This design comes from an exercise in tuning for small area, a short achievable clock period and few clock cycles per item on the open sky130 flow, not from production work. The RTL was checked by simulation tests, not by an equivalence proof against the original design. Power figures rest on the tool's default switching activity, not on a simulated workload.

Setup of the reference run:
## grayscale_rasterizer
module grayscale_rasterizer (
    input  wire        clk,
    input  wire        rst,
    input  wire        cmd_valid,
    output wire        cmd_ready,
    input  wire [39:0] cmd_word,
    input  wire        cmd_dec_ok,
    input  wire [7:0]  cmd_w,
    input  wire [7:0]  cmd_h,
    output wire [12:0] pix_addr,
    input  wire [7:0]  pix_rdata,
    output wire        tx_valid,
    output wire [7:0]  tx_data,
    output wire        tx_last,
    input  wire        tx_ready,
    input  wire        tx_err,
    output reg         log_valid,
    output wire [31:0] log_rec
);
    localparam [3:0] S_IDLE = 4'd15,
                     S_CHK  = 4'd14,
                     S_DIV  = 4'd12,
                     S_H0   = 4'd8,
                     S_H1   = 4'd9,
                     S_H2   = 4'd11,
                     S_P    = 4'd2,
                     S_PB   = 4'd3,
                     S_DONE = 4'd0,
                     S_Z    = 4'd6;
    localparam [1:0] C_OK = 2'd0, C_ILL = 2'd1, C_UNR = 2'd2, C_OOB = 2'd3;
    localparam [2:0] T_NONE  = 3'b000,
                     T_HDR   = 3'b001,
                     T_ZERO  = 3'b010,    
                     T_FULL  = 3'b100,    
                     T_FULLZ = 3'b110;    
    reg  [3:0]  state;
    reg  [7:0]  base_q;
    reg         fv_q, fh_q;
    reg  [7:0]  w_q, h_q;
    reg         cwa_q, cwb_q, dok_q;    
    reg  [6:0]  dq_q;
    reg  [5:0]  dr_q;
    reg  [7:0]  ra_q, rb_q;
    reg  [5:0]  ca_q, cb_q;
    reg  [3:0]  seg_q;
    reg  [7:0]  bidx_q;
    reg  [12:0] addr_q;
    reg  [2:0]  t1_q, t2_q;
  ...
==> flow/config.mk <==
export PLATFORM = sky130hd
export DESIGN_NAME = grayscale_rasterizer
export DESIGN_NICKNAME = grayscale_rasterizer
export VERILOG_FILES = /design/flow/design.v
export SDC_FILE = /design/flow/constraint.sdc
export NUM_CORES = 4
export LEC_CHECK = 0
export CAP_MARGIN = 20
export CORE_MARGIN = 2
export CORE_UTILIZATION = 75
export CTS_BUF_LIST = sky130_fd_sc_hd__clkbuf_8
export SLEW_MARGIN = 20
==> flow/constraint.sdc <==
create_clock -name core_clock -period 28.0 [get_ports {clk}]
set_input_delay 5.6000 -clock core_clock [delete_from_list [all_inputs] [get_ports {clk}]]
set_output_delay 5.6000 -clock core_clock [all_outputs]
set_load 0.01 [all_outputs]
standard.sh (not shown) runs the stock make flow with config.mk's settings and CLKGATE_MAP_FILE= SYNTH_SCRIPT=/design/flow/synth_recipe.tcl, a recipe that flattens the netlist after the stock synthesis.
==> flow/flow/run.sh <==
#!/bin/bash
set -euo pipefail
export BUFFER_PORTS_ARGS="-buffer_cell sky130_fd_sc_hd__buf_1"
bash standard.sh > standard.log 2>&1
Testbench counts of the reference run, summed over its fixed seeds: cycles 353,278, frames 768.
Input changes introduced in the trial run (baseline for comparison: the reference run):
--- a/flow/design.v
+++ b/flow/design.v
@@ -8,58 +8,59 @@
     input  wire [7:0]  cmd_w,
     input  wire [7:0]  cmd_h,
     output wire [12:0] pix_addr,
     input  wire [7:0]  pix_rdata,
     output wire        tx_valid,
     output wire [7:0]  tx_data,
     output wire        tx_last,
     input  wire        tx_ready,
     input  wire        tx_err,
     output reg         log_valid,
     output wire [31:0] log_rec
 );
-    localparam [3:0] S_IDLE = 4'd15,
-                     S_CHK  = 4'd14,
-                     S_DIV  = 4'd12,
-                     S_H0   = 4'd8,
-                     S_H1   = 4'd9,
-                     S_H2   = 4'd11,
-                     S_P    = 4'd2,
-                     S_PB   = 4'd3,
-                     S_DONE = 4'd0,
-                     S_Z    = 4'd6;
+    localparam [3:0] S_IDLE = 4'd0,
+                     S_CHK  = 4'd1,
+                     S_DIV  = 4'd2,
+                     S_H0   = 4'd3,
+                     S_H1   = 4'd4,
+                     S_H2   = 4'd5,
+                     S_P    = 4'd6,
+                     S_PB   = 4'd7,
+                     S_DONE = 4'd8,
+                     S_Z    = 4'd9;
     localparam [1:0] C_OK = 2'd0, C_ILL = 2'd1, C_UNR = 2'd2, C_OOB = 2'd3;
     localparam [2:0] T_NONE  = 3'b000,
                      T_HDR   = 3'b001,
                      T_ZERO  = 3'b010,    
                      T_FULL  = 3'b100,    
                      T_FULLZ = 3'b110;    
     reg  [3:0]  state;
     reg  [7:0]  base_q;
     reg         fv_q, fh_q;
     reg  [7:0]  w_q, h_q;
     reg         cwa_q, cwb_q, dok_q;    
     reg  [6:0]  dq_q;
     reg  [5:0]  dr_q;
     reg  [7:0]  ra_q, rb_q;
     reg  [5:0]  ca_q, cb_q;
     reg  [3:0]  seg_q;
     reg  [7:0]  bidx_q;
     reg  [12:0] addr_q;
     reg  [2:0]  t1_q, t2_q;
     reg  [3:0]  lo_q;
     reg  [1:0]  hidx_q;
     reg  [1:0]  cnt_q;
     reg         idle_q;      
     reg         pbw_q;       
+    reg         kill_q;      
     reg         ub_q;        
     reg         tv_q, tl_q, hv_q;
     reg  [7:0]  td_q;
     reg  [8:0]  hd_q;
     reg         lk24_q, lk25_q, lk26_q, ls16_q, ls17_q;
     reg  [3:0]  lidx_q;
     assign log_rec = {5'd0, lk26_q, lk25_q, lk24_q, 5'd0, ls17_q, ls17_q, ls16_q,
                       base_q, 4'd0, lidx_q};
     assign cmd_ready = idle_q;
     assign pix_addr  = addr_q;
     assign tx_valid  = tv_q;
     assign tx_data   = td_q;
@@ -207,38 +208,41 @@
         ls17_q <= (state != S_CHK);
         lidx_q <= (state == S_CHK) ? 4'd0 : seg_q - 4'd1;
         if (rst) begin
             state     <= S_IDLE;
             t1_q      <= T_NONE;
             t2_q      <= T_NONE;
             cnt_q     <= 2'd0;
             tv_q      <= 1'b0;
             hv_q      <= 1'b0;
             hidx_q    <= 2'd0;
             idle_q    <= 1'b1;
             pbw_q     <= 1'b0;
+            kill_q    <= 1'b0;
             log_valid <= 1'b0;
-        end else if (kill) begin
+        end else if (kill_q) begin
             state     <= S_IDLE;
             t1_q      <= T_NONE;
             t2_q      <= T_NONE;
             cnt_q     <= 2'd0;
             tv_q      <= 1'b0;
             hv_q      <= 1'b0;
             hidx_q    <= 2'd0;
             idle_q    <= 1'b1;
             pbw_q     <= 1'b0;
+            kill_q    <= 1'b0;
             log_valid <= 1'b1;
         end else begin
             state     <= st_n;
             idle_q    <= (st_n == S_IDLE);
             t1_q      <= tshort ? T_NONE : tag;
             t2_q      <= (tshort & ~tdir) ? tag : t1_q;
             cnt_q     <= cnt_n;
             pbw_q     <= (st_n == S_PB) & cnt_n[1];
-            if (freet) tv_q <= hv_q | arr;
-            hv_q      <= freet ? (hv_q & arr) : (hv_q | arr);
+            if (kill | freet) tv_q <= ~kill & (hv_q | arr);
+            hv_q      <= ~kill & (freet ? (hv_q & arr) : (hv_q | arr));
+            kill_q    <= kill;
             if (arr_hdr) hidx_q <= (hidx_q == 2'd2) ? 2'd0 : hidx_q + 2'd1;
             log_valid <= (state == S_CHK) && (code_q != C_OK);
         end
     end
 endmodule
Results
- Taking the reference run as the reference point, the starting utilization of the core area of the trial run rises by 1.2 points.
- Cmp the trial run vs the reference run: total cell area at the placement stage higher in the trial run
- Share of the yosys chip area belonging to registers on the trial run is down relative to the reference run.
- Design internal power, the trial run and the reference run, higher one = the reference run.
- Taking the reference run as the reference, in the trial run final area moved up, share of post-route cells with drive strength above 1 grew by 1.9 points.
- Taking the reference run as the reference, in the trial run biggest cell delay along the critical path went up, worst setup slack went up, combinational power went down.
- Summary of the comparison: max-slew headroom at the worst pin is lower in the trial run, relative to the reference run.
- The final non-filler cell total was comparable across the trial run and the reference run.
- Vias after detailed routing: the trial run lower than the reference run
Testbench counts of the trial run, summed over its fixed seeds: cycles 353,278, frames 768.

Setup of the baseline:
grayscale_rasterizer, a different RTL version from the one above (not shown whole).
Size: about 860 cells after synthesis, ~150 flip-flops, roughly 130 I/O pins.
==> flow/design.v (excerpt) <==
module grayscale_rasterizer (
    input  wire        clk,
    input  wire        rst,
    input  wire        cmd_valid,
    output wire        cmd_ready,
    input  wire [39:0] cmd_word,
    input  wire        cmd_dec_ok,
    input  wire [7:0]  cmd_w,
    input  wire [7:0]  cmd_h,
    output wire [12:0] pix_addr,
    input  wire [7:0]  pix_rdata,
    output wire        tx_valid,
    output wire [7:0]  tx_data,
    output wire        tx_last,
    input  wire        tx_ready,
    input  wire        tx_err,
    output reg         log_valid,
    output wire [31:0] log_rec
);
clock: 28.0 ns
lec_check: 0
cap_margin: 20
core_margin: 2
core_utilization: 75
cts_buf_list: sky130_fd_sc_hd__clkbuf_8
slew_margin: 20
Scripts as last shown in full above: flow/flow/run.sh
Testbench counts of the baseline, summed over its fixed seeds: cycles 353,278, frames 768.
Here is what was changed in the inputs of the candidate compared with the baseline.
--- a/flow/design.v
+++ b/flow/design.v
@@ -11,28 +11,28 @@
     input  wire [7:0]  pix_rdata,
     output wire        tx_valid,
     output wire [7:0]  tx_data,
     output wire        tx_last,
     input  wire        tx_ready,
     input  wire        tx_err,
     output reg         log_valid,
     output wire [31:0] log_rec
 );
-    localparam [3:0] S_IDLE = 4'd0,
-                     S_CHK  = 4'd1,
-                     S_DIV  = 4'd2,
-                     S_H0   = 4'd3,
-                     S_H1   = 4'd4,
-                     S_H2   = 4'd5,
-                     S_P    = 4'd6,
-                     S_PB   = 4'd7,
-                     S_DONE = 4'd8,
-                     S_Z    = 4'd9;
+    localparam [3:0] S_IDLE = 4'd15,
+                     S_CHK  = 4'd14,
+                     S_DIV  = 4'd12,
+                     S_H0   = 4'd8,
+                     S_H1   = 4'd9,
+                     S_H2   = 4'd11,
+                     S_P    = 4'd2,
+                     S_PB   = 4'd3,
+                     S_DONE = 4'd0,
+                     S_Z    = 4'd6;
     localparam [1:0] C_OK = 2'd0, C_ILL = 2'd1, C_UNR = 2'd2, C_OOB = 2'd3;
     localparam [2:0] T_NONE  = 3'b000,
                      T_HDR   = 3'b001,
                      T_ZERO  = 3'b010,    
                      T_FULL  = 3'b100,    
                      T_FULLZ = 3'b110;    
     reg  [3:0]  state;
     reg  [7:0]  base_q;
     reg         fv_q, fh_q;
@@ -45,18 +45,19 @@
     reg  [3:0]  seg_q;
     reg  [7:0]  bidx_q;
     reg  [12:0] addr_q;
     reg  [2:0]  t1_q, t2_q;
     reg  [3:0]  lo_q;
     reg  [1:0]  hidx_q;
     reg  [1:0]  cnt_q;
     reg         idle_q;      
     reg         pbw_q;       
+    reg         kill_q;      
     reg         ub_q;        
     reg         tv_q, tl_q, hv_q;
     reg  [7:0]  td_q;
     reg  [8:0]  hd_q;
     reg         lk24_q, lk25_q, lk26_q, ls16_q, ls17_q;
     reg  [3:0]  lidx_q;
     assign log_rec = {5'd0, lk26_q, lk25_q, lk24_q, 5'd0, ls17_q, ls17_q, ls16_q,
                       base_q, 4'd0, lidx_q};
     assign cmd_ready = idle_q;
@@ -210,35 +211,38 @@
             state     <= S_IDLE;
             t1_q      <= T_NONE;
             t2_q      <= T_NONE;
             cnt_q     <= 2'd0;
             tv_q      <= 1'b0;
             hv_q      <= 1'b0;
             hidx_q    <= 2'd0;
             idle_q    <= 1'b1;
             pbw_q     <= 1'b0;
+            kill_q    <= 1'b0;
             log_valid <= 1'b0;
-        end else if (kill) begin
+        end else if (kill_q) begin
             state     <= S_IDLE;
             t1_q      <= T_NONE;
             t2_q      <= T_NONE;
             cnt_q     <= 2'd0;
             tv_q      <= 1'b0;
             hv_q      <= 1'b0;
             hidx_q    <= 2'd0;
             idle_q    <= 1'b1;
             pbw_q     <= 1'b0;
+            kill_q    <= 1'b0;
             log_valid <= 1'b1;
         end else begin
             state     <= st_n;
             idle_q    <= (st_n == S_IDLE);
             t1_q      <= tshort ? T_NONE : tag;
             t2_q      <= (tshort & ~tdir) ? tag : t1_q;
             cnt_q     <= cnt_n;
             pbw_q     <= (st_n == S_PB) & cnt_n[1];
-            if (freet) tv_q <= hv_q | arr;
-            hv_q      <= freet ? (hv_q & arr) : (hv_q | arr);
+            if (kill | freet) tv_q <= ~kill & (hv_q | arr);
+            hv_q      <= ~kill & (freet ? (hv_q & arr) : (hv_q | arr));
+            kill_q    <= kill;
             if (arr_hdr) hidx_q <= (hidx_q == 2'd2) ? 2'd0 : hidx_q + 2'd1;
             log_valid <= (state == S_CHK) && (code_q != C_OK);
         end
     end
 endmodule
==> notes.md <==
- Of the two candidates, the baseline has the worse design area and the candidate the better one.
- Delta (the candidate minus the baseline): global-route track usage on met2 increased by 0.79 points relative to the old numbers, global routing usage on met1 increased by 2.6 points relative to the old numbers, portion of total power attributed to the clock network increased by 15 points relative to the old numbers, clock network area share increased by 0.24 points relative to the old numbers.
Testbench counts of the candidate, summed over its fixed seeds: cycles 353,278, frames 768.

The RTL this note starts from:
==> flow/design.v <==
module grayscale_rasterizer (
    input  wire        clk,
    input  wire        rst,
    input  wire        cmd_valid,
    output wire        cmd_ready,
    input  wire [39:0] cmd_word,
    input  wire        cmd_dec_ok,
    input  wire [7:0]  cmd_w,
    input  wire [7:0]  cmd_h,
    output wire [12:0] pix_addr,
    input  wire [7:0]  pix_rdata,
    output wire        tx_valid,
    output wire [7:0]  tx_data,
    output wire        tx_last,
    input  wire        tx_ready,
    input  wire        tx_err,
    output reg         log_valid,
    output wire [31:0] log_rec
);
    localparam [3:0] S_IDLE = 4'd0,
                     S_CHK  = 4'd1,
                     S_DIV  = 4'd2,
                     S_H0   = 4'd3,
                     S_H1   = 4'd4,
                     S_H2   = 4'd5,
                     S_P    = 4'd6,
                     S_PB   = 4'd7,
                     S_DONE = 4'd8;
    localparam [1:0] C_OK = 2'd0, C_ILL = 2'd1, C_UNR = 2'd2, C_OOB = 2'd3;
    localparam [2:0] T_NONE  = 3'b000,
                     T_HDR   = 3'b001,
                     T_ZERO  = 3'b010,    
                     T_FULL  = 3'b100,    
                     T_FULLZ = 3'b110;    
    reg  [3:0]  state;
    reg  [7:0]  base_q;
    reg         fv_q, fh_q;
    reg  [6:0]  w_q;
    reg  [7:0]  h_q;
    reg  [1:0]  code_q;
    reg  [6:0]  dq_q;
    reg  [5:0]  dr_q;
    reg  [7:0]  ra_q, rb_q;
    reg  [5:0]  ca_q, cb_q;
    reg  [3:0]  seg_q;
    reg  [7:0]  bidx_q;
    reg  [12:0] addr_q;
    reg  [2:0]  t1_q, t2_q;
    reg  [3:0]  lo_q;
    reg  [1:0]  hidx_q;
    reg  [1:0]  cnt_q;
    reg         idle_q;      
    reg         ub_q;        
    reg         tv_q, tl_q, hv_q, hl_q, gv_q, gl_q;
    reg  [7:0]  td_q, hd_q, gd_q;
    reg         lk24_q, lk25_q, lk26_q, ls16_q, ls17_q;
    reg  [3:0]  lidx_q;
    assign log_rec = {5'd0, lk26_q, lk25_q, lk24_q, 5'd0, ls17_q, ls17_q, ls16_q,
                      base_q, 4'd0, lidx_q};
    assign cmd_ready = idle_q;
    assign pix_addr  = addr_q;
    assign tx_valid  = tv_q;
    assign tx_data   = td_q;
    assign tx_last   = tl_q;
    wire cmd_legal = (cmd_word[39:32] == 8'h01) && (cmd_word[31:10] == 22'd0);
    wire cmd_oob   = (cmd_w == 8'd0) || (cmd_w > 8'd64) || (cmd_h == 8'd0) || (cmd_h > 8'd128);
    wire [1:0] cmd_code = !cmd_legal  ? C_ILL :
                          !cmd_dec_ok ? C_UNR :
                          cmd_oob     ? C_OOB : C_OK;
    wire chunk_start = (bidx_q[5:0] == 6'd0);
    wire use_b  = ub_q;
    wire [7:0] rc = use_b ? rb_q : ra_q;
    wire [5:0] cc = use_b ? cb_q : ca_q;
    wire frz = rc[7];
    wire [6:0] cc1   = {1'b0, cc} + 7'd1;
    wire       cwrap = (cc1 == w_q);
    wire [7:0] inc_r = (cwrap && !frz) ? rc + 8'd1 : rc;
    wire [5:0] inc_c = cwrap ? 6'd0 : cc1[5:0];
    wire [6:0] js    = {1'b0, cc} + {1'b0, dr_q};
    wire [7:0] jt    = {1'b0, js} - {1'b0, w_q};
    wire       jcy   = !jt[7];
    wire [5:0] jmp_c = jcy ? jt[5:0] : js[5:0];
    wire [7:0] jsum  = rc + {1'b0, dq_q} + {7'd0, jcy};
    wire [7:0] jmp_r = frz ? rc : jsum;
    wire       odd_n = w_q[0] & h_q[0];
    wire [7:0] vrow  = odd_n ? inc_r : rc;
    wire       cvld  = (vrow < h_q);
    wire [6:0] img_r = fv_q ? rc[6:0] : (h_q[6:0] + ~rc[6:0]);
    wire [5:0] img_c = fh_q ? (w_q[5:0] + ~cc) : cc;
    wire take  = tv_q & tx_ready;
    wire freet = ~tv_q | tx_ready;
    wire kill  = take & tl_q & tx_err;
    wire arr     = (t2_q != T_NONE);
    wire arr_hdr = (t2_q == T_HDR);
    wire arr_lst = t2_q[0] & (t2_q[2] | t2_q[1]);
    wire [3:0] hi_n = (t2_q[2] & ~t2_q[1]) ? pix_rdata[7:4] : 4'd0;
    wire [7:0] hdr_b = (hidx_q == 2'd0) ? 8'h23 :
                       (hidx_q == 2'd1) ? (base_q + {6'd0, seg_q[3:2]}) :
                                          {6'd0, seg_q[1:0]};
    wire [7:0] arr_b = arr_hdr ? hdr_b : {hi_n, lo_q};
    wire go = ~(cnt_q[1] & cnt_q[0]);
    wire last_b = (bidx_q == 8'd255);
    wire [3:0] st_after = (seg_q == 4'd15) ? S_DONE : S_H0;
    reg  [3:0] st_n;
    reg  [2:0] tag;
    reg        iss;       
    reg        adv;       
    reg        upd_a, upd_b, jmp_b;
    always @(*) begin
        st_n  = state;
        tag   = T_NONE;
        iss   = 1'b0;
        adv   = 1'b0;
        upd_a = 1'b0;
        upd_b = 1'b0;
        jmp_b = 1'b0;
        case (state)
            S_IDLE: if (cmd_valid) st_n = S_CHK;
            S_CHK:  st_n = (code_q == C_OK) ? S_DIV : S_IDLE;
            S_DIV:  if (!jcy) st_n = S_H0;
            S_H0: if (go) begin tag = T_HDR; iss = 1'b1; st_n = S_H1; end
            S_H1: if (go) begin tag = T_HDR; iss = 1'b1; st_n = S_H2; end
            S_H2: if (go) begin tag = T_HDR; iss = 1'b1; st_n = S_P;  end
            S_P: if (go) begin
                iss   = 1'b1;
                upd_a = 1'b1;
                jmp_b = chunk_start;
                if (cvld) begin
                    st_n = S_PB;
                end else begin
                    tag = {2'b01, last_b};
                    adv = 1'b1;
                    if (last_b) st_n = st_after;
                end
            end
            S_PB: begin
                upd_b = 1'b1;
                tag   = {1'b1, ~cvld, last_b};
                adv   = 1'b1;
                st_n  = last_b ? st_after : S_P;
            end
            S_DONE: if (cnt_q == 2'd0) st_n = S_IDLE;
            default: st_n = S_IDLE;
        endcase
    end
    always @(posedge clk) begin
        if (state == S_IDLE) begin
            base_q <= cmd_word[7:0];
            fv_q   <= cmd_word[8];
            fh_q   <= cmd_word[9];
            w_q    <= cmd_w[6:0];
            h_q    <= cmd_h;
            code_q <= cmd_code;
        end else if (state == S_CHK && code_q == C_ILL) begin
            base_q <= 8'd0;
        end
        if (state == S_CHK) begin
            dq_q   <= 7'd1;
            dr_q   <= -w_q[5:0];
            rb_q   <= 8'd0;
            cb_q   <= 6'd0;
            seg_q  <= 4'd0;
            bidx_q <= 8'd0;
        end else begin
            if (state == S_DIV && jcy) begin
                dq_q <= jsum[6:0];
                dr_q <= jt[5:0];
            end
            if (upd_a) begin
                ra_q <= inc_r;
                ca_q <= inc_c;
            end
            if (jmp_b) begin
                rb_q <= jmp_r;
                cb_q <= jmp_c;
            end else if (upd_b) begin
                rb_q <= inc_r;
                cb_q <= inc_c;
            end
            if (adv) begin
                bidx_q <= bidx_q + 8'd1;
                if (last_b) seg_q <= seg_q + 4'd1;
            end
        end
        addr_q <= {img_r, img_c};
        lo_q   <= t1_q[2] ? pix_rdata[7:4] : 4'd0;
        if (arr) begin
            gd_q <= arr_b;
            gl_q <= arr_lst;
        end
        if (freet ? 1'b1 : (~hv_q & arr)) begin
            hd_q <= (freet & gv_q) ? gd_q : (freet | ~hv_q) ? arr_b : hd_q;
            hl_q <= (freet & gv_q) ? gl_q : (freet | ~hv_q) ? arr_lst : hl_q;
        end
        if (freet) begin
            td_q <= hv_q ? hd_q : arr_b;
            tl_q <= hv_q ? hl_q : arr_lst;
        end
        ub_q <= (st_n == S_PB) ||
                ((state == S_CHK) ? 1'b1 : adv ? (bidx_q[5:0] == 6'd63) : chunk_start);
        lk24_q <= (state == S_CHK) ? (code_q == C_ILL || code_q == C_UNR) : 1'b1;
        lk25_q <= (state == S_CHK) ? (code_q == C_OOB) : 1'b1;
        lk26_q <= (state == S_CHK) ? (code_q == C_ILL) : 1'b0;
        ls16_q <= (state == S_CHK) ? (code_q != C_ILL) : 1'b0;
        ls17_q <= (state != S_CHK);
        lidx_q <= (state == S_CHK) ? 4'd0 : seg_q - 4'd1;
        if (rst) begin
            state     <= S_IDLE;
            t1_q      <= T_NONE;
            t2_q      <= T_NONE;
            cnt_q     <= 2'd0;
            tv_q      <= 1'b0;
            hv_q      <= 1'b0;
            gv_q      <= 1'b0;
            hidx_q    <= 2'd0;
            idle_q    <= 1'b1;
            log_valid <= 1'b0;
        end else if (kill) begin
            state     <= S_IDLE;
            t1_q      <= T_NONE;
            t2_q      <= T_NONE;
            cnt_q     <= 2'd0;
            tv_q      <= 1'b0;
            hv_q      <= 1'b0;
            gv_q      <= 1'b0;
            hidx_q    <= 2'd0;
            idle_q    <= 1'b1;
            log_valid <= 1'b1;
        end else begin
            state     <= st_n;
            t1_q      <= tag;
            t2_q      <= t1_q;
            cnt_q     <= cnt_q + {1'b0, iss} - {1'b0, take};
            if (freet) tv_q <= hv_q | arr;
            hv_q      <= freet ? (gv_q | (hv_q & arr)) : (hv_q | arr);
            gv_q      <= freet ? (gv_q & arr) : (gv_q | (hv_q & arr));
            idle_q    <= (st_n == S_IDLE);
            if (arr_hdr) hidx_q <= (hidx_q == 2'd2) ? 2'd0 : hidx_q + 2'd1;
            log_valid <= (state == S_CHK) && (code_q != C_OK);
        end
    end
endmodule
Settings: LEC_CHECK=0, CAP_MARGIN=20, CORE_MARGIN=2, CORE_UTILIZATION=40, SLEW_MARGIN=20; clock period 28.0 ns.
run.sh (not shown) runs the stock make flow with config.mk's settings and CLKGATE_MAP_FILE= SYNTH_SCRIPT=/design/flow/synth_recipe.tcl, a recipe that flattens the netlist after the stock synthesis.
Stock flow here: none of the scripts above is used.
Testbench counts at the start, summed over its fixed seeds: cycles 367,388, frames 768.
Change:
--- a/flow/design.v
+++ b/flow/design.v
@@ -50,13 +50,11 @@
     reg  [1:0]  hidx_q;
     reg  [1:0]  cnt_q;
-    reg         idle_q;      
-    reg         ub_q;        
-    reg         tv_q, tl_q, hv_q, hl_q, gv_q, gl_q;
-    reg  [7:0]  td_q, hd_q, gd_q;
+    reg         tv_q, tl_q, hv_q, hl_q;
+    reg  [7:0]  td_q, hd_q;
     reg         lk24_q, lk25_q, lk26_q, ls16_q, ls17_q;
     reg  [3:0]  lidx_q;
     assign log_rec = {5'd0, lk26_q, lk25_q, lk24_q, 5'd0, ls17_q, ls17_q, ls16_q,
                       base_q, 4'd0, lidx_q};
-    assign cmd_ready = idle_q;
+    assign cmd_ready = (state == S_IDLE);
     assign pix_addr  = addr_q;
     assign tx_valid  = tv_q;
@@ -69,5 +67,5 @@
                           cmd_oob     ? C_OOB : C_OK;
     wire chunk_start = (bidx_q[5:0] == 6'd0);
-    wire use_b  = ub_q;
+    wire use_b  = (state == S_PB) || chunk_start;
     wire [7:0] rc = use_b ? rb_q : ra_q;
     wire [5:0] cc = use_b ? cb_q : ca_q;
@@ -99,5 +97,5 @@
                                           {6'd0, seg_q[1:0]};
     wire [7:0] arr_b = arr_hdr ? hdr_b : {hi_n, lo_q};
-    wire go = ~(cnt_q[1] & cnt_q[0]);
+    wire go = ~cnt_q[1] | take;
     wire last_b = (bidx_q == 8'd255);
     wire [3:0] st_after = (seg_q == 4'd15) ? S_DONE : S_H0;
@@ -186,10 +184,6 @@
         lo_q   <= t1_q[2] ? pix_rdata[7:4] : 4'd0;
         if (arr) begin
-            gd_q <= arr_b;
-            gl_q <= arr_lst;
-        end
-        if (freet ? 1'b1 : (~hv_q & arr)) begin
-            hd_q <= (freet & gv_q) ? gd_q : (freet | ~hv_q) ? arr_b : hd_q;
-            hl_q <= (freet & gv_q) ? gl_q : (freet | ~hv_q) ? arr_lst : hl_q;
+            hd_q <= arr_b;
+            hl_q <= arr_lst;
         end
         if (freet) begin
@@ -197,6 +191,4 @@
             tl_q <= hv_q ? hl_q : arr_lst;
         end
-        ub_q <= (st_n == S_PB) ||
-                ((state == S_CHK) ? 1'b1 : adv ? (bidx_q[5:0] == 6'd63) : chunk_start);
         lk24_q <= (state == S_CHK) ? (code_q == C_ILL || code_q == C_UNR) : 1'b1;
         lk25_q <= (state == S_CHK) ? (code_q == C_OOB) : 1'b1;
@@ -212,7 +204,5 @@
             tv_q      <= 1'b0;
             hv_q      <= 1'b0;
-            gv_q      <= 1'b0;
             hidx_q    <= 2'd0;
-            idle_q    <= 1'b1;
             log_valid <= 1'b0;
         end else if (kill) begin
@@ -223,7 +213,5 @@
             tv_q      <= 1'b0;
             hv_q      <= 1'b0;
-            gv_q      <= 1'b0;
             hidx_q    <= 2'd0;
-            idle_q    <= 1'b1;
             log_valid <= 1'b1;
         end else begin
@@ -233,7 +221,5 @@
             cnt_q     <= cnt_q + {1'b0, iss} - {1'b0, take};
             if (freet) tv_q <= hv_q | arr;
-            hv_q      <= freet ? (gv_q | (hv_q & arr)) : (hv_q | arr);
-            gv_q      <= freet ? (gv_q & arr) : (gv_q | (hv_q & arr));
-            idle_q    <= (st_n == S_IDLE);
+            hv_q      <= hv_q ? (~freet | arr) : (arr & ~freet);
             if (arr_hdr) hidx_q <= (hidx_q == 2'd2) ? 2'd0 : hidx_q + 2'd1;
             log_valid <= (state == S_CHK) && (code_q != C_OK);
Outcome: The changed run ran to the end with no violations; worst setup slack got worse by 1.2 ns; power rose by well over a third; cell area shrinks by a few percent; via count grows by a few percent; first-iteration DRC count is unchanged; final cell count rose by a few percent; area after synthesis falls by a few percent; global-route usage rose by 1.1 points; worst hold slack is worse by 0.0060 ns; utilization grows by 0.40 points; maximum frequency is lower by about a fifth.
Testbench counts after the change, summed over its fixed seeds: cycles 375,338, frames 768.

-- port drivers added, routing unchanged --
How much do the figures lean on ideal ports? The routed layouts below were timed once more, with nothing changed but the port constraints.
Step 1: set_driving_cell puts a clkbuf_16 on clk and a buf_2 on each other input, an assumption about the parent block.
Step 2 also shifts input and output timing later by t, the mid clock arrival at the registers, as if the neighbouring blocks saw the same clock.
a / b / c = no drivers / after step 1 / after step 2; a / b = the first two.
run | t (ns) | setup WS [ns] | worst setup path after step 2 | latest minus earliest clock arrival (ns) | slew at the worst register clock pin (ns)
the reference run | 0.495 | 21.142 / 21.154 / 20.658 | input to register | 0.013 / 0.013 | 0.09 / 0.09
the trial run | 0.508 | 21.282 / 21.246 / 21.078 | input to register | 0.015 / 0.015 | 0.09 / 0.09
the baseline | 0.483 | 21.329 / 21.302 / 20.921 | input to register | 0.017 / 0.017 | 0.09 / 0.09
the candidate | 0.478 | 21.315 / 21.286 / 21.094 | input to register | 0.011 / 0.012 | 0.08 / 0.08
the first run of note 3 | 0.474 | 20.898 / 20.909 / 20.449 | input to register | 0.013 / 0.013 | 0.08 / 0.08
the second run of note 3 | 0.476 | 19.655 / 19.677 / 19.201 | input to register | 0.014 / 0.014 | 0.07 / 0.07
After both steps setup and hold are still met in every run listed. For the reference run, which loses most, drivers alone change the setup slack by +0.012 ns; drivers and shift together by -0.484 ns.
